From an optimization exercise on the open Yosys and OpenROAD flow, aimed at a short achievable clock period and few clock cycles; shortcuts taken in it are not production practice. The RTL of this run was laid out without a check of its function. Power is estimated from default activity; no workload was simulated.

`flow/run.sh`:
```
#!/bin/bash
# synth_recipe.tcl (not shown) runs the flow's synth.tcl, then flattens the netlist and writes it again
# the make line also repeats each setting of config.mk as NAME=value (left out here)
make -C /OpenROAD-flow-scripts/flow DESIGN_CONFIG=/design/flow/config.mk WORK_HOME=/design/flow/orfs CLKGATE_MAP_FILE= SYNTH_SCRIPT=/design/flow/synth_recipe.tcl finish
```
`flow/config.mk`:
```
export PLATFORM = sky130hd
export DESIGN_NAME = dsrb_bridge
export DESIGN_NICKNAME = dsrb_bridge
export VERILOG_FILES = /design/flow/design.v
export SDC_FILE = /design/flow/constraint.sdc
export NUM_CORES = 4
export LEC_CHECK = 0
export CAP_MARGIN = 20
export CORE_MARGIN = 2
export CORE_UTILIZATION = 40
export PLACE_DENSITY = 0.6
export SLEW_MARGIN = 20
```
`flow/constraint.sdc`:
```
create_clock -name core_clock -period 9.0 [get_ports {clk}]
set_input_delay 1.8000 -clock core_clock [delete_from_list [all_inputs] [get_ports {clk}]]
set_output_delay 1.8000 -clock core_clock [all_outputs]
set_load 0.01 [all_outputs]
```
`flow/design.v`:
```
module dsrb_bridge (
    input  wire        clk,
    input  wire        rst,           
    input  wire        in_valid,
    output wire        in_ready,
    input  wire [15:0] in_data,
    input  wire        in_last,
    output wire        out_valid,
    input  wire        out_ready,
    output wire [15:0] out_data,
    output wire        out_last,
    output wire [1:0]  out_evt,       
    output wire        led_rx,
    output wire        led_tx,
    output wire        reset_line,
    output wire        clk_frozen,
    output wire        uart_en
);
    localparam [5:0] MASK        = 6'd63;    
    localparam [7:0] THRESH      = 8'd24;
    localparam [7:0] EP_IN_SIZE  = 8'd32;
    localparam [7:0] EP_OUT_SIZE = 8'd48;
    localparam [7:0] FLUSH_TICKS = 8'd4;
    localparam [7:0] PULSE_TICKS = 8'd10;
    localparam [2:0] ST_UNATT = 3'd0, ST_POWERED = 3'd1, ST_SUSP = 3'd2,
                     ST_DEFAULT = 3'd3, ST_ADDR = 3'd4, ST_CONF = 3'd5;
    localparam [3:0] RS_OK = 4'h0, RS_NO = 4'h1, RS_PEND = 4'h2, RS_IGN = 4'h3, RS_FAULT = 4'hF;
    localparam [7:0] WMAX   = 8'd54;
    localparam       QDEPTH = 32;            
    reg [7:0]  rxbuf [0:63];
    reg [7:0]  txbuf [0:63];
    reg [5:0]  rxw, rxr, txw, txr;
    reg [5:0]  occ_rx, occ_tx;
    reg [2:0]  dstate, prev;
    reg [7:0]  config_r;
    reg        ien_susp, ien_wake;
    reg        bridge, flush_pend, rx_ovr;
    reg [1:0]  flush_cnt;
    reg [3:0]  pulse_rx, pulse_tx;
    reg [31:0] lc_baud;
    reg        baud_nz;
    reg [7:0]  lc_fmt, lc_par, lc_bits;
    reg [15:0] cls;
    reg [3:0]  fault_code;
    reg        fault_multi;
    reg [7:0]  fault_cmd;
    reg [7:0]  pb [0:5];               
    reg [63:0] rx_pend;
    reg [15:0] iq_data [0:3];
    reg        iq_last [0:3];
    reg        iq_word [0:3];
    reg [5:0]  iq_inc  [0:3];
    reg [1:0]  iq_wp, iq_rp;
    reg [2:0]  iq_cnt;
    reg        in_ready_r;
    reg        exp_word;                 
    reg [7:0]  wown;                     
    reg [5:0]  lastinc;                  
    reg [3:0]  npush;                    
    reg [5:0]  ncmd;                     
    assign in_ready = in_ready_r;
    wire acc   = in_valid & in_ready_r;
    wire acc_w = acc & exp_word;
    wire in_is_instep = (in_data[12:8] == 5'h08) & in_data[0];
    wire in_is_getlc  = (in_data[12:8] == 5'h18);
    wire in_is_push   = (in_data[12:8] == 5'h01);
    wire [6:0] occ_ub  = {1'b0, occ_rx} + {3'b000, npush};
    wire [5:0] pred_i  = (occ_ub >= 7'd32) ? 6'd33 : (occ_ub[5:0] + 6'd1);
    wire [5:0] pred_n  = (occ_ub >= 7'd31) ? 6'd33 : ((occ_ub[5:0] < 6'd6) ? 6'd8 : (occ_ub[5:0] + 6'd2));
    wire [5:0] inc_now = in_is_instep ? pred_i : (in_is_getlc ? 6'd8 : 6'd1);
    wire [8:0] wbase = {1'b0, wown} + {3'b000, lastinc} + {3'b000, pred_n};
    wire c_0 = (wbase                         <= {1'b0, WMAX});
    wire c_1 = (wbase + 9'd1                  <= {1'b0, WMAX});
    wire c_8 = (wbase + 9'd8                  <= {1'b0, WMAX});
    wire c_i = (wbase + {3'b000, pred_i}      <= {1'b0, WMAX});
    wire w_ok = !acc_w ? c_0 : (in_is_instep ? c_i : (in_is_getlc ? c_8 : c_1));
    wire iq_ok  = ({1'b0, iq_cnt} + {3'b000, acc}) <= 4'd3;
    wire cmd_ok = ({1'b0, ncmd} + {6'd0, acc_w}) <= (QDEPTH - 2);
    wire exp_word_nx = acc ? in_last : exp_word;
    reg        d_valid, d_word, d_last, d_ok;
    reg [15:0] d_cmd;
    reg [7:0]  d_byte;
    reg [2:0]  d_pidx;                   
    reg [5:0]  d_inc;
    reg [3:0]  d_fcode;
    reg [15:0] cur_cmd;
    reg [5:0]  cur_inc;
    reg [7:0]  pcnt;
    wire [15:0] h_data = iq_data[iq_rp];
    wire        h_last = iq_last[iq_rp];
    wire        h_word = iq_word[iq_rp];
    wire [5:0]  h_inc  = iq_inc[iq_rp];
    wire        iq_ne  = (iq_cnt != 3'd0);
    wire [15:0] dc_cmd  = h_word ? h_data : cur_cmd;
    wire [7:0]  dc_cnt  = h_word ? 8'd0 : (pcnt + 8'd1);    
    wire [2:0]  dc_port = dc_cmd[15:13];
    wire [4:0]  dc_op   = dc_cmd[12:8];
    wire [7:0]  dc_d8   = dc_cmd[7:0];
    reg       illegal, owner_ok;
    reg [7:0] resv;
    reg [7:0] plen;
    reg [3:0] fcode;
    always @(*) begin
        illegal  = (dc_port == 3'd7) || (dc_op >= 5'h0B && dc_op <= 5'h0E) || dc_op == 5'h16 || dc_op == 5'h17;
        case (dc_op)
            5'h00:                         owner_ok = 1'b1;
            5'h01:                         owner_ok = (dc_port == 3'd0);
            5'h05:                         owner_ok = (dc_port == 3'd1);
            5'h02, 5'h03, 5'h04, 5'h06,
            5'h08, 5'h09:                  owner_ok = (dc_port == 3'd2);
            5'h07, 5'h10, 5'h11, 5'h12,
            5'h13, 5'h14, 5'h15:           owner_ok = (dc_port == 3'd3);
            5'h0A:                         owner_ok = (dc_port == 3'd5);
            5'h0F:                         owner_ok = (dc_port == 3'd6);
            default:                       owner_ok = (dc_port == 3'd4);    
        endcase
        case (dc_op)
            5'h07:                                         resv = 8'hFC;
            5'h08, 5'h10:                                  resv = 8'hFE;
            5'h01, 5'h04, 5'h09, 5'h0F, 5'h15,
            5'h1C, 5'h1D, 5'h1E, 5'h1F:                    resv = 8'h00;
            default:                                       resv = 8'hFF;
        endcase
        case (dc_op)
            5'h19:                          plen = 8'd7;
            5'h1A, 5'h1B:                   plen = 8'd2;
            5'h09, 5'h1C, 5'h1D, 5'h1E, 5'h1F: plen = dc_d8;
            default:                        plen = 8'd0;
        endcase
        if (illegal)                                  fcode = 4'd1;
        else if (!owner_ok)                           fcode = 4'd2;
        else if ((dc_d8 & resv) != 8'd0)              fcode = 4'd3;
        else if (dc_cnt != plen)                      fcode = 4'd4;
        else if (dc_op == 5'h09 && dc_d8 > EP_OUT_SIZE) fcode = 4'd5;
        else                                          fcode = 4'd0;
    end
    wire [4:0] op = d_cmd[12:8];
    wire [7:0] d8 = d_cmd[7:0];
    wire [5:0] free_tx = ~occ_tx;
    reg        p_valid;
    reg [3:0]  p_status;
    reg        p_v;
    reg [7:0]  p_imm;
    reg [1:0]  p_sel;                    
    reg [5:0]  p_ptr;
    reg [5:0]  p_plen;
    reg        p_lc;
    reg [1:0]  p_evt;
    reg [7:0]  p_idx;
    reg        o_valid;
    reg [5:0]  o_left;
    reg        o_lc;
    wire       q_empty;
    wire       lc_busy = p_valid | !q_empty | (o_left != 6'd0);
    wire st_push = d_last & (op == 5'h01) & d_ok & rx_pend[rxw];
    wire st_lc   = d_last & (op == 5'h19) & lc_busy;
    wire e_go    = d_valid & !(st_push | st_lc);
    wire ex      = e_go & d_last;
    reg [5:0] sp_addr;
    reg [5:0] sp_room;
    reg [5:0]  nx_rxw, nx_rxr, nx_txw, nx_txr, nx_occ_rx, nx_occ_tx;
    reg [2:0]  nx_dstate, nx_prev;
    reg [7:0]  nx_config;
    reg        nx_ien_susp, nx_ien_wake;
    reg        nx_bridge, nx_flush_pend, nx_rx_ovr;
    reg [1:0]  nx_flush_cnt;
    reg [3:0]  nx_pulse_rx, nx_pulse_tx;
    reg        nx_lc_we, nx_cls_clr, nx_cls_we;
    reg [3:0]  nx_fault_code;
    reg        nx_fault_multi;
    reg [7:0]  nx_fault_cmd;
    reg        rx_we, tx_we, drain;
    reg [3:0]  r_status;
    reg        r_v;
    reg [7:0]  r_imm;
    reg [1:0]  r_sel;
    reg [5:0]  r_ptr;
    reg [5:0]  r_plen;
    reg        r_lc;
    reg [1:0]  r_evt;
    reg        gate;
    reg        nx_baud_nz;
    wire ctl_state = (dstate == ST_DEFAULT) || (dstate == ST_ADDR) || (dstate == ST_CONF);
    wire lc_valid  = (pb[4] == 8'd0 || pb[4] == 8'd2) && (pb[5] <= 8'd2) &&
                     (d_byte >= 8'd5 && d_byte <= 8'd8);
    wire pb_baud_nz = (pb[0] != 8'd0) || (pb[1] != 8'd0) || (pb[2] != 8'd0) || (pb[3] != 8'd0);
    wire rx_full  = (occ_rx == MASK);
    wire rx_empty = (occ_rx == 6'd0);
    wire tx_full  = (occ_tx == MASK);
    wire tx_empty = (occ_tx == 6'd0);
    wire [5:0] k  = occ_rx[5] ? 6'd32 : occ_rx;
    always @(*) begin
        nx_rxw = rxw; nx_rxr = rxr; nx_txw = txw; nx_txr = txr;
        nx_occ_rx = occ_rx; nx_occ_tx = occ_tx;
        nx_dstate = dstate; nx_prev = prev; nx_config = config_r;
        nx_ien_susp = ien_susp; nx_ien_wake = ien_wake;
        nx_bridge = bridge; nx_flush_pend = flush_pend; nx_rx_ovr = rx_ovr;
        nx_flush_cnt = flush_cnt; nx_pulse_rx = pulse_rx; nx_pulse_tx = pulse_tx;
        nx_lc_we = 1'b0; nx_cls_clr = 1'b0; nx_cls_we = 1'b0;
        nx_baud_nz = baud_nz;
        nx_fault_code = fault_code; nx_fault_multi = fault_multi; nx_fault_cmd = fault_cmd;
        rx_we = 1'b0; tx_we = 1'b0; drain = 1'b0;
        r_status = RS_OK; r_v = 1'b0; r_imm = 8'd0; r_sel = 2'd0; r_ptr = rxr;
        r_plen = 6'd0; r_lc = 1'b0; r_evt = 2'b00;
        gate = 1'b0;
        if (!d_ok) begin
            if (fault_code == 4'd0) begin
                nx_fault_code = d_fcode;
                nx_fault_cmd  = d_cmd[15:8];
            end else begin
                nx_fault_multi = 1'b1;
            end
            r_status = RS_FAULT; r_v = 1'b1; r_imm = {4'd0, d_fcode};
        end else begin
            case (op)
                5'h01: begin  
                    if (!bridge) r_status = RS_NO;
                    else if (rx_full) begin
                        nx_rx_ovr = 1'b1;
                        r_status = RS_NO;
                    end else begin
                        rx_we = 1'b1;
                        nx_rxw = rxw + 6'd1;
                        nx_occ_rx = occ_rx + 6'd1;
                    end
                end
                5'h02: begin  
                    if (rx_empty) r_status = RS_NO;
                    else begin
                        nx_rxr = rxr + 6'd1;
                        nx_occ_rx = occ_rx - 6'd1;
                        nx_pulse_rx = PULSE_TICKS[3:0];
                        r_v = 1'b1; r_sel = 2'd1; r_ptr = rxr;
                    end
                end
                5'h03: begin  
                    r_v = 1'b1; r_imm = {2'b00, occ_rx};
                end
                5'h04: begin  
                    if (!bridge || tx_full) r_status = RS_NO;
                    else begin
                        tx_we = 1'b1;
                        nx_txw = txw + 6'd1;
                        nx_occ_tx = occ_tx + 6'd1;
                        nx_pulse_tx = PULSE_TICKS[3:0];
                    end
                end
                5'h05: begin  
                    if (tx_empty) r_status = RS_NO;
                    else begin
                        nx_txr = txr + 6'd1;
                        nx_occ_tx = occ_tx - 6'd1;
                        r_v = 1'b1; r_sel = 2'd2; r_ptr = txr;
                    end
                end
                5'h06: begin  
                    r_v = 1'b1; r_imm = {2'b00, occ_tx};
                end
                5'h07: begin  
                    if (d8[0]) begin nx_rxw = 6'd0; nx_rxr = 6'd0; nx_occ_rx = 6'd0; end
                    if (d8[1]) begin nx_txw = 6'd0; nx_txr = 6'd0; nx_occ_tx = 6'd0; end
                end
                5'h08: begin  
                    if (!bridge || !d8[0]) r_status = RS_NO;
                    else if (occ_rx[5] || (occ_rx[4] && occ_rx[3]) || (flush_pend && !rx_empty)) begin
                        drain = 1'b1;
                        nx_rxr = occ_rx[5] ? {~rxr[5], rxr[4:0]} : rxw;
                        nx_occ_rx = occ_rx[5] ? {1'b0, occ_rx[4:0]} : 6'd0;
                        nx_flush_pend = 1'b0;
                        nx_pulse_rx = PULSE_TICKS[3:0];
                        r_v = 1'b1; r_imm = {2'b00, k}; r_plen = k; r_ptr = rxr;
                    end else r_status = RS_NO;
                end
                5'h09: begin  
                    if (!bridge) r_status = RS_NO;
                    else if ({2'b00, free_tx} >= d8) begin
                        nx_txw = txw + d8[5:0];
                        nx_occ_tx = occ_tx + d8[5:0];
                        if (d8 != 8'd0) nx_pulse_tx = PULSE_TICKS[3:0];
                        r_v = 1'b1; r_imm = d8;
                    end else begin
                        r_status = RS_PEND; r_v = 1'b1; r_imm = {2'b00, free_tx};
                    end
                end
                5'h0A: begin  
                    if (bridge) begin
                        if (flush_cnt == 2'd3) nx_flush_pend = 1'b1;
                        nx_flush_cnt = flush_cnt + 2'd1;
                    end
                    if (pulse_rx != 4'd0) nx_pulse_rx = pulse_rx - 4'd1;
                    if (pulse_tx != 4'd0) nx_pulse_tx = pulse_tx - 4'd1;
                end
                5'h0F: begin  
                    r_v = 1'b1; r_sel = 2'd3;
                end
                5'h10: begin  
                    if (d8[0]) begin
                        if (dstate == ST_UNATT) nx_dstate = ST_POWERED;
                        else r_status = RS_IGN;
                    end else begin
                        if (dstate == ST_UNATT) r_status = RS_IGN;
                        else begin
                            nx_dstate = ST_UNATT; nx_prev = 3'd0; nx_config = 8'd0;
                            nx_ien_susp = 1'b1; nx_ien_wake = 1'b0;
                            nx_cls_clr = 1'b1;
                            nx_rxw = 6'd0; nx_rxr = 6'd0; nx_txw = 6'd0; nx_txr = 6'd0;
                            nx_occ_rx = 6'd0; nx_occ_tx = 6'd0;
                        end
                    end
                end
                5'h11: begin  
                    if (ien_susp && (dstate == ST_POWERED || dstate == ST_DEFAULT ||
                                     dstate == ST_ADDR || dstate == ST_CONF)) begin
                        nx_prev = dstate; nx_dstate = ST_SUSP;
                        nx_ien_susp = 1'b0; nx_ien_wake = 1'b1;
                    end else r_status = RS_IGN;
                end
                5'h12: begin  
                    if (ien_wake && dstate == ST_SUSP) begin
                        nx_dstate = (prev == ST_ADDR || prev == ST_CONF) ? prev : ST_POWERED;
                        nx_prev = 3'd0;
                        nx_ien_susp = 1'b1; nx_ien_wake = 1'b0;
                    end else r_status = RS_IGN;
                end
                5'h13: begin  
                    nx_dstate = ST_DEFAULT; nx_prev = 3'd0; nx_config = 8'd0;
                    nx_ien_susp = 1'b1; nx_ien_wake = 1'b0;
                    nx_cls_clr = 1'b1;
                    r_evt = 2'b10;
                end
                5'h14: begin  
                    if (dstate == ST_DEFAULT) nx_dstate = ST_ADDR;
                    else r_status = RS_IGN;
                end
                5'h15: begin  
                    if (dstate == ST_ADDR || dstate == ST_CONF) begin
                        if (d8 != 8'd0) begin
                            nx_dstate = ST_CONF; nx_config = d8;
                            nx_rxw = 6'd0; nx_rxr = 6'd0; nx_txw = 6'd0; nx_txr = 6'd0;
                            nx_occ_rx = 6'd0; nx_occ_tx = 6'd0;
                            nx_flush_cnt = 2'd0; nx_flush_pend = 1'b0;
                        end else begin
                            nx_dstate = ST_ADDR; nx_config = 8'd0;
                        end
                    end else r_status = RS_IGN;
                end
                5'h18: begin  
                    if (!ctl_state) r_status = RS_IGN;
                    else begin
                        r_v = 1'b1; r_imm = 8'd7; r_plen = 6'd7; r_lc = 1'b1;
                    end
                end
                5'h19: begin  
                    if (!ctl_state || !lc_valid) r_status = RS_IGN;
                    else begin
                        nx_lc_we = 1'b1;
                        nx_baud_nz = pb_baud_nz;
                        nx_txw = 6'd0; nx_txr = 6'd0; nx_occ_tx = 6'd0;
                        r_evt = 2'b01;
                    end
                end
                5'h1A: begin  
                    if (!ctl_state) r_status = RS_IGN;
                    else nx_cls_we = 1'b1;
                end
                5'h1B: begin  
                    if (!ctl_state) r_status = RS_IGN;
                end
                5'h1C, 5'h1D, 5'h1E, 5'h1F: begin  
                    r_status = RS_IGN;
                end
                default: ;  
            endcase
            gate = (nx_dstate == ST_CONF) && nx_baud_nz;
            if (bridge && !gate) begin
                nx_rxw = 6'd0; nx_rxr = 6'd0; nx_txw = 6'd0; nx_txr = 6'd0;
                nx_occ_rx = 6'd0; nx_occ_tx = 6'd0;
                nx_pulse_rx = 4'd0; nx_pulse_tx = 4'd0;
                nx_flush_cnt = 2'd0; nx_flush_pend = 1'b0;
                nx_bridge = 1'b0;
            end else if (!bridge && gate) begin
                nx_bridge = 1'b1;
            end
        end
    end
    wire [63:0] drain_mask;
    genvar gi;
    generate
        for (gi = 0; gi < 64; gi = gi + 1) begin : g_dm
            localparam [5:0] IDX = gi;
            wire [5:0] off = IDX - rxr;
            assign drain_mask[gi] = occ_rx[5] ? !off[5] : (off < occ_rx);
        end
    endgenerate
    reg [7:0] csr;
    always @(*) begin
        case (p_idx)
            8'h00: csr = {2'b00, rxw};
            8'h01: csr = {2'b00, rxr};
            8'h02: csr = {2'b00, txw};
            8'h03: csr = {2'b00, txr};
            8'h04: csr = {1'b0, prev, 1'b0, dstate};
            8'h05: csr = {4'b0000, 1'b1, ien_wake, ien_susp, 1'b1};
            8'h06: csr = config_r;
            8'h07: csr = {5'b00000, rx_ovr, flush_pend, bridge};
            8'h08: csr = {6'd0, flush_cnt};
            8'h09: csr = {4'd0, pulse_rx};
            8'h0A: csr = {4'd0, pulse_tx};
            8'h0B: csr = {3'b000, baud_nz, (dstate == ST_SUSP), cls[0],
                          (pulse_tx != 4'd0), (pulse_rx != 4'd0)};
            8'h0C: csr = {fault_multi, 3'b000, fault_code};
            8'h0D: csr = fault_cmd;
            8'h10: csr = lc_baud[7:0];
            8'h11: csr = lc_baud[15:8];
            8'h12: csr = lc_baud[23:16];
            8'h13: csr = lc_baud[31:24];
            8'h14: csr = lc_fmt;
            8'h15: csr = lc_par;
            8'h16: csr = lc_bits;
            8'h18: csr = cls[7:0];
            8'h19: csr = cls[15:8];
            8'h20: csr = {2'b00, MASK};
            8'h21: csr = {2'b00, MASK};
            8'h22: csr = THRESH;
            8'h23: csr = EP_IN_SIZE;
            8'h24: csr = EP_OUT_SIZE;
            8'h25: csr = FLUSH_TICKS;
            8'h26: csr = PULSE_TICKS;
            default: csr = 8'h00;
        endcase
    end
    reg [7:0] p_data;
    always @(*) begin
        case (p_sel)
            2'd0: p_data = p_imm;
            2'd1: p_data = rxbuf[p_ptr];
            2'd2: p_data = txbuf[p_ptr];
            default: p_data = csr;
        endcase
    end
    wire [4:0] p_lvl = {baud_nz, (dstate == ST_SUSP), cls[0], (pulse_tx != 4'd0), (pulse_rx != 4'd0)};
    localparam QW = 33;
    reg [QW-1:0] q_mem [0:QDEPTH-1];
    reg [4:0]    q_wp, q_rp;
    reg [5:0]    q_cnt;
    assign q_empty = (q_cnt == 6'd0);
    wire [QW-1:0] q_in = {p_status, p_v, p_data, p_evt, p_lvl, p_plen, p_lc, p_ptr};
    wire [QW-1:0] q_hd = q_mem[q_rp];
    wire [3:0] qh_status = q_hd[32:29];
    wire       qh_v      = q_hd[28];
    wire [7:0] qh_data   = q_hd[27:20];
    wire [1:0] qh_evt    = q_hd[19:18];
    wire [4:0] qh_lvl    = q_hd[17:13];
    wire [5:0] qh_plen   = q_hd[12:7];
    wire       qh_lc     = q_hd[6];
    wire [5:0] qh_ptr    = q_hd[5:0];
    reg [15:0] o_data;
    reg        o_last;
    reg [1:0]  o_evt;
    reg [4:0]  o_lvl;
    reg [5:0]  o_ptr;
    reg [2:0]  o_lci;
    assign out_valid  = o_valid;
    assign out_data   = o_data;
    assign out_last   = o_last;
    assign out_evt    = o_evt;
    assign led_rx     = o_lvl[0];
    assign led_tx     = o_lvl[1];
    assign reset_line = o_lvl[2];
    assign clk_frozen = o_lvl[3];
    assign uart_en    = o_lvl[4];
    reg [7:0] lc_byte;
    always @(*) begin
        case (o_lci)
            3'd0: lc_byte = lc_baud[7:0];
            3'd1: lc_byte = lc_baud[15:8];
            3'd2: lc_byte = lc_baud[23:16];
            3'd3: lc_byte = lc_baud[31:24];
            3'd4: lc_byte = lc_fmt;
            3'd5: lc_byte = lc_par;
            default: lc_byte = lc_bits;
        endcase
    end
    wire [7:0] pay_byte = o_lc ? lc_byte : rxbuf[o_ptr];
    wire o_adv   = !o_valid | out_ready;
    wire o_moved = o_valid & out_ready;
    wire o_pay   = o_adv & (o_left != 6'd0);
    wire q_pop   = o_adv & (o_left == 6'd0) & !q_empty;
    integer i;
    always @(posedge clk) begin
        if (!rst && ex && d_ok && rx_we)
            rxbuf[rxw] <= d8;
        if (!rst && ex && d_ok && tx_we)
            txbuf[txw] <= d8;
        else if (!rst && e_go && !d_word && (op == 5'h09) && (sp_room != 6'd0))
            txbuf[sp_addr] <= d_byte;
        if (e_go && !d_word && d_pidx < 3'd6)
            pb[d_pidx] <= d_byte;
    end
    always @(posedge clk) begin
        if (rst) begin
            in_ready_r <= 1'b0;
            exp_word <= 1'b1;
            iq_wp <= 2'd0; iq_rp <= 2'd0; iq_cnt <= 3'd0;
            wown <= 8'd0; lastinc <= 6'd0; npush <= 4'd0; ncmd <= 6'd0;
            d_valid <= 1'b0;
            cur_cmd <= 16'd0; cur_inc <= 6'd0; pcnt <= 8'd0;
            sp_addr <= 6'd0; sp_room <= 6'd0;
            p_valid <= 1'b0;
            q_wp <= 5'd0; q_rp <= 5'd0; q_cnt <= 6'd0;
            o_valid <= 1'b0; o_left <= 6'd0; o_lc <= 1'b0; o_ptr <= 6'd0; o_lci <= 3'd0;
            o_data <= 16'd0; o_last <= 1'b0; o_evt <= 2'b00; o_lvl <= 5'd0;
            rx_pend <= 64'd0;
            rxw <= 6'd0; rxr <= 6'd0; txw <= 6'd0; txr <= 6'd0;
            occ_rx <= 6'd0; occ_tx <= 6'd0;
            dstate <= ST_UNATT; prev <= 3'd0; config_r <= 8'd0;
            ien_susp <= 1'b1; ien_wake <= 1'b0;
            bridge <= 1'b0; flush_pend <= 1'b0; rx_ovr <= 1'b0;
            flush_cnt <= 2'd0; pulse_rx <= 4'd0; pulse_tx <= 4'd0;
            lc_baud <= 32'd0; baud_nz <= 1'b0; lc_fmt <= 8'd0; lc_par <= 8'd0; lc_bits <= 8'd0;
            cls <= 16'd0;
            fault_code <= 4'd0; fault_multi <= 1'b0; fault_cmd <= 8'd0;
        end else begin
            if (acc) begin
                iq_data[iq_wp] <= in_data;
                iq_last[iq_wp] <= in_last;
                iq_word[iq_wp] <= exp_word;
                iq_inc[iq_wp]  <= inc_now;
                iq_wp <= iq_wp + 2'd1;
            end
            exp_word <= exp_word_nx;
            in_ready_r <= iq_ok && cmd_ok && (!exp_word_nx || w_ok);
            lastinc <= acc_w ? inc_now : 6'd0;
            wown <= wown + {2'b00, lastinc}
                         - (ex ? ({2'b00, d_inc} - {2'b00, r_plen} - 8'd1) : 8'd0)
                         - {7'd0, o_moved};
            npush <= npush + {3'd0, acc_w & in_is_push} - {3'd0, ex & (op == 5'h01)};
            ncmd <= ncmd + {5'd0, acc_w} - {5'd0, q_pop};
            if (iq_ne && (!d_valid || e_go)) begin
                iq_rp <= iq_rp + 2'd1;
                d_valid <= 1'b1;
                d_word  <= h_word;
                d_last  <= h_last;
                d_cmd   <= dc_cmd;
                d_byte  <= h_data[7:0];
                d_pidx  <= (pcnt > 8'd6) ? 3'd7 : pcnt[2:0];
                d_inc   <= h_word ? h_inc : cur_inc;
                d_fcode <= fcode;
                d_ok    <= (fcode == 4'd0);
                if (h_word) begin
                    cur_cmd <= h_data;
                    cur_inc <= h_inc;
                    pcnt <= 8'd0;
                end else begin
                    pcnt <= pcnt + 8'd1;
                end
            end else if (e_go) begin
                d_valid <= 1'b0;
            end
            iq_cnt <= iq_cnt + {2'd0, acc} - {2'd0, iq_ne && (!d_valid || e_go)};
            if (e_go && d_word && !d_last) begin
                sp_addr <= txw;
                sp_room <= free_tx;
            end else if (e_go && !d_word) begin
                sp_addr <= sp_addr + 6'd1;
                if (sp_room != 6'd0) sp_room <= sp_room - 6'd1;
            end
            rx_pend <= (rx_pend & ~((o_pay && !o_lc) ? (64'd1 << o_ptr) : 64'd0))
                     | ((ex && d_ok && drain) ? drain_mask : 64'd0);
            if (ex) begin
                rxw <= nx_rxw; rxr <= nx_rxr; txw <= nx_txw; txr <= nx_txr;
                occ_rx <= nx_occ_rx; occ_tx <= nx_occ_tx;
                dstate <= nx_dstate; prev <= nx_prev; config_r <= nx_config;
                ien_susp <= nx_ien_susp; ien_wake <= nx_ien_wake;
                bridge <= nx_bridge; flush_pend <= nx_flush_pend; rx_ovr <= nx_rx_ovr;
                flush_cnt <= nx_flush_cnt; pulse_rx <= nx_pulse_rx; pulse_tx <= nx_pulse_tx;
                if (d_ok && nx_lc_we) begin
                    lc_baud <= {pb[3], pb[2], pb[1], pb[0]};
                    lc_fmt <= pb[4]; lc_par <= pb[5]; lc_bits <= d_byte;
                end
                baud_nz <= nx_baud_nz;
                if (d_ok && nx_cls_we) cls <= {d_byte, pb[0]};
                else if (d_ok && nx_cls_clr) cls <= 16'd0;
                fault_code <= nx_fault_code; fault_multi <= nx_fault_multi;
                fault_cmd <= nx_fault_cmd;
            end
            p_valid <= ex;
            if (ex) begin
                p_status <= r_status;
                p_v      <= r_v;
                p_imm    <= r_imm;
                p_sel    <= r_sel;
                p_ptr    <= r_ptr;
                p_plen   <= r_plen;
                p_lc     <= r_lc;
                p_evt    <= r_evt;
                p_idx    <= d8;
            end
            if (p_valid) begin
                q_mem[q_wp] <= q_in;
                q_wp <= q_wp + 5'd1;
            end
            q_cnt <= q_cnt + {5'd0, p_valid} - {5'd0, q_pop};
            if (q_pop) q_rp <= q_rp + 5'd1;
            if (o_pay) begin
                o_valid <= 1'b1;
                o_data  <= {8'h00, pay_byte};
                o_last  <= (o_left == 6'd1);
                o_evt   <= 2'b00;
                o_left  <= o_left - 6'd1;
                o_ptr   <= o_ptr + 6'd1;
                o_lci   <= o_lci + 3'd1;
            end else if (q_pop) begin
                o_valid <= 1'b1;
                o_data  <= {qh_status, 3'b000, qh_v, qh_data};
                o_last  <= (qh_plen == 6'd0);
                o_evt   <= qh_evt;
                o_lvl   <= qh_lvl;
                o_left  <= qh_plen;
                o_lc    <= qh_lc;
                o_ptr   <= qh_ptr;
                o_lci   <= 3'd0;
            end else if (o_adv) begin
                o_valid <= 1'b0;
            end
        end
    end
endmodule
```
==> results.txt <==
Yosys cell counts, types with 56 or more instances:
cell / n / area share, %
edfxtp_1: 2268 / 58
mux4_2: 857 / 16
nor2_1: 457 / 1.5
nand2_1: 375 / 1.2
dfxtp_1: 363 / 6.2
clkbuf_1: 300 / 0.96
a21oi_1: 299 / 1.3
ha_1: 270 / 2.9
inv_1: 249 / 0.80
o21ai_0: 183 / 0.78
nand3_1: 146 / 0.62
nor3_1: 102 / 0.44
xnor2_1: 100 / 0.75
a211oi_1: 95 / 0.61
buf_1: 92 / 0.29
a21o_1: 86 / 0.55
mux2i_1: 75 / 0.64
mux2_2: 56 / 0.54
cells in the final DEF, fill, tap and decap left out, types with 43 or more instances in the layout:
cell type  count
nand2_1      374
clkbuf_1      60
nor3_1        98
clkinv_1      62
mux4_2       857
mux2_2        56
a21oi_1      298
nand2b_1      47
a211oi_1      95
mux2i_1       75
clkbuf_16    291
and3_1        43
a21o_1        86
buf_4        159
dfxtp_1      348
ha_1         270
o21ai_0      179
inv_1        247
nand3_1      146
xnor2_1      100
edfxtp_1    2268
nor2_1       422
final timing paths:
path,from,to,depth (start not counted)
hold reg to reg,lc_baud[11],lc_baud[11],2
setup / recovery,d_cmd[8],txr[0],14
setup reg to reg,d_cmd[8],txr[0],14
hold / removal,lc_baud[11],lc_baud[11],2
cell families (layout without fill, tap and decap cells):
| group | after synthesis | in the layout | share of synthesized area (%) |
|---|---|---|---|
| DFF | 2631 | 2631 | 64.3 |
| and+or+nand+nor | 1437 | 1437 | 5.76 |
| AOI/OAI and AO/OA | 1009 | 1009 | 5.62 |
| muxes | 989 | 989 | 17.7 |
| buffers and inverters | 691 | 996 | 2.30 |
| adders and majority gates | 294 | 294 | 3.29 |
| xor gates and xnor gates | 142 | 142 | 1.06 |
| other | 1 | 8 | 0.00320 |
power by group through the flow:
stage	Sequential, mW	Combinational [mW]	Clock (mW)
finish	14.9	7.26	11.7
global route	15.0	7.84	12.3
CTS	15.0	7.27	11.9
detailed placement	15.2	7.24	0
global placement	15.2	7.15	0
floorplan	14.9	4.89	0
worst max-delay path: stages, from the launching register on:
cell and delay, ns:
edfxtp_1 0.75, nor2_1 0.76, a21oi_1 0.14, a31o_2 0.25, nand4b_1 0.11, nand2_1 0.09, and3_1 0.19, nand3_1 0.09
ha_1 0.71, clkinv_1 0.56, o21ai_0 0.55, nor2_1 0.46, a211oi_1 0.95, nand2_1 0.34, o31ai_1 0.30
metal layers:
metal	vias to the layer above	wire, um	global-route usage, %
li1	28867	-	-
met1	35363	135000	29.8
met2	2789	154000	34.4
met3	502	22800	2.92
met4	12	10400	6.55
met5	-	103	0
cell type report:
cell class	instances	area, um^2
Tap cell	3900	4880
Inverter	256	963
Timing Repair Buffer	221	1980
Multi-Input combinational cell	3876	39500
Clock inverter	162	1690
Fill cell	25243	159000
Sequential cell	2631	75400
Clock buffer	357	7590
Antenna cell	3	7.51
stage by stage:
stage	cell area (um^2)	worst slack, ns	hold slack, ns
after floorplan	117000	2.95	0.436
after global placement	123000	2.70	0.453
after detailed placement	123000	2.74	0.463
after CTS	132000	2.72	0.471
after global routing	132000	2.23	0.486
final	132000	2.65	0.473
flip-flops by register name, indices dropped and copies added (netlist names), 8 cells and up, named ones only:
| register | count |
|---|---|
| cls | 16 |
| config_r | 8 |
| cur_cmd | 16 |
| d_byte | 8 |
| d_cmd | 16 |
| fault_cmd | 8 |
| iq_data | 64 |
| iq_inc | 24 |
| lc_baud | 32 |
| lc_bits | 8 |
| lc_fmt | 8 |
| lc_par | 8 |
| o_data | 12 |
| p_idx | 8 |
| p_imm | 8 |
| pb | 48 |
| pcnt | 8 |
| q_mem | 1024 |
| rx_pend | 64 |
| rxbuf | 512 |
| txbuf | 512 |
| wown | 8 |
==> flow_metrics.tcl <==
set metrics [dict create \
    initial_core_util_pct 40.2 \
    finalMaxSlewViolations 0 \
    p_sw_mw 10.0 \
    wl_per_cell_um 28.3 \
    crit_type "reg2reg" \
    numCtsBuffers 288 \
    max_slew_margin_pct 25.9 \
    worst-path-max-fanout 27 \
    status "timing/DRC/antenna clean" \
    post-route-period-util_pct 70.5 \
    timing.fmax_ghz 0.158 \
    cts.path.max_buffers 4 \
    antenna_found_initial 16 \
    end_kind "flip-flop" \
    finalSetupViolations 0 \
    leakage_nw 41.8 \
    netSwitchingFraction_pct 29.5 \
    synth_ff_type "edfxtp_1" \
    seqPwrFrac_pct 44.1 \
    grt_pass1_vias 67356 \
    drt_pre_antenna_iters 8 \
    startpoint_type "flip-flop" \
    dp.cells 10874 \
    synthesis.area_um2 117000 \
    hold_viol_final 0 \
    root_buffer "clkbuf_16" \
    cts_tree "done" \
    core_um2 291000 \
    finalSetupTns_ns 0 \
    ys.warnings.count 1 \
    rrSetupSlack_ns 2.65 \
    syn_inst 7194 \
    clk_pin_slew_ns 0.06 \
    crit_required_ns 9.81 \
    grt-ovfl-total 0 \
    die_w_um 545 \
    syn_avg_cell_area_um2 16.3 \
    ys_async_sr_fraction_pct 0 \
    holdBufCountCts 0 \
    synth_edf_count 2268 \
    cts_max_level 5 \
    total_power_mw 33.9 \
    worstPathArrival_ns 7.16 \
    clock_skew_ns 0.0864 \
    cts.sinks 2631 \
    num_vias 67533 \
    clock_latency_ns 0.92 \
    rows 198 \
    die-area_um2 297000 \
    worst_pin_slew_ns 1.11 \
    place.gp.congestion 0.933 \
    viasPerCell 5.92 \
    yosysSeqAreaShare_pct 64.3 \
    holdCritPathClass "reg2reg" \
    fin_util_pct 45.3 \
    postCtsSetupBuffers 0 \
    ioPinCount 47 \
    nets 7589 \
    drive_gt1_share_pct 21.4 \
    min_period_ns 6.35 \
    dp_hpwl_mm 202 \
    finalWirelength_mm 323 \
    grt_max_degree 115 \
    port_buffers 43 \
    vdd_drop_max_mv 0.245 \
    p_clk_share_pct 34.5 \
    maxCapViolCount 0 \
    drc 0 \
    p_int_mw 23.9 \
    drt_iter0_drc 7689 \
    finalNonFillerCells 11406 \
    drtAntennaViolNets 0 \
    power_density_nw_per_um2 256 \
    synth_seq_cells 2631 \
    grt_pass1_wl_mm 471 \
    die_y_um 545 \
    pwr-share-comb_pct 21.4 \
    ctsResizeCount 0 \
    area_growth_pct 12.7 \
    ys_types 90 \
    rsz0062_at_grt "false" \
    grt_use_total_pct 21.2 \
]

[re-timing with driven ports]
The results above use ideal ports. As a check the final layout listed here was re-extracted and re-timed, cells and wires unchanged.
Step 1: set_driving_cell puts a clkbuf_16 on clk and a buf_2 on each other input, an assumption about the parent block.
Step 2 moves the port delays by t, midway between the first and last clock arrival at a register: inputs arrive t later, outputs are due t later. That takes back most of the time a late clock gives input paths.
Three values: ideal ports, drivers, drivers and shift; two values: the first two.
t, ns: 0.978
setup slack, ns: 2.651 / 2.651 / 2.651
worst hold slack (ns): 0.473 / 0.473 / 0.473
worst setup path at the end: register to register
worst slew at a driven data input, ns: 0.07
After both steps setup and hold are still met in this run. For this run, drivers alone change the setup slack by 0.000 ns; drivers and shift together by 0.000 ns.
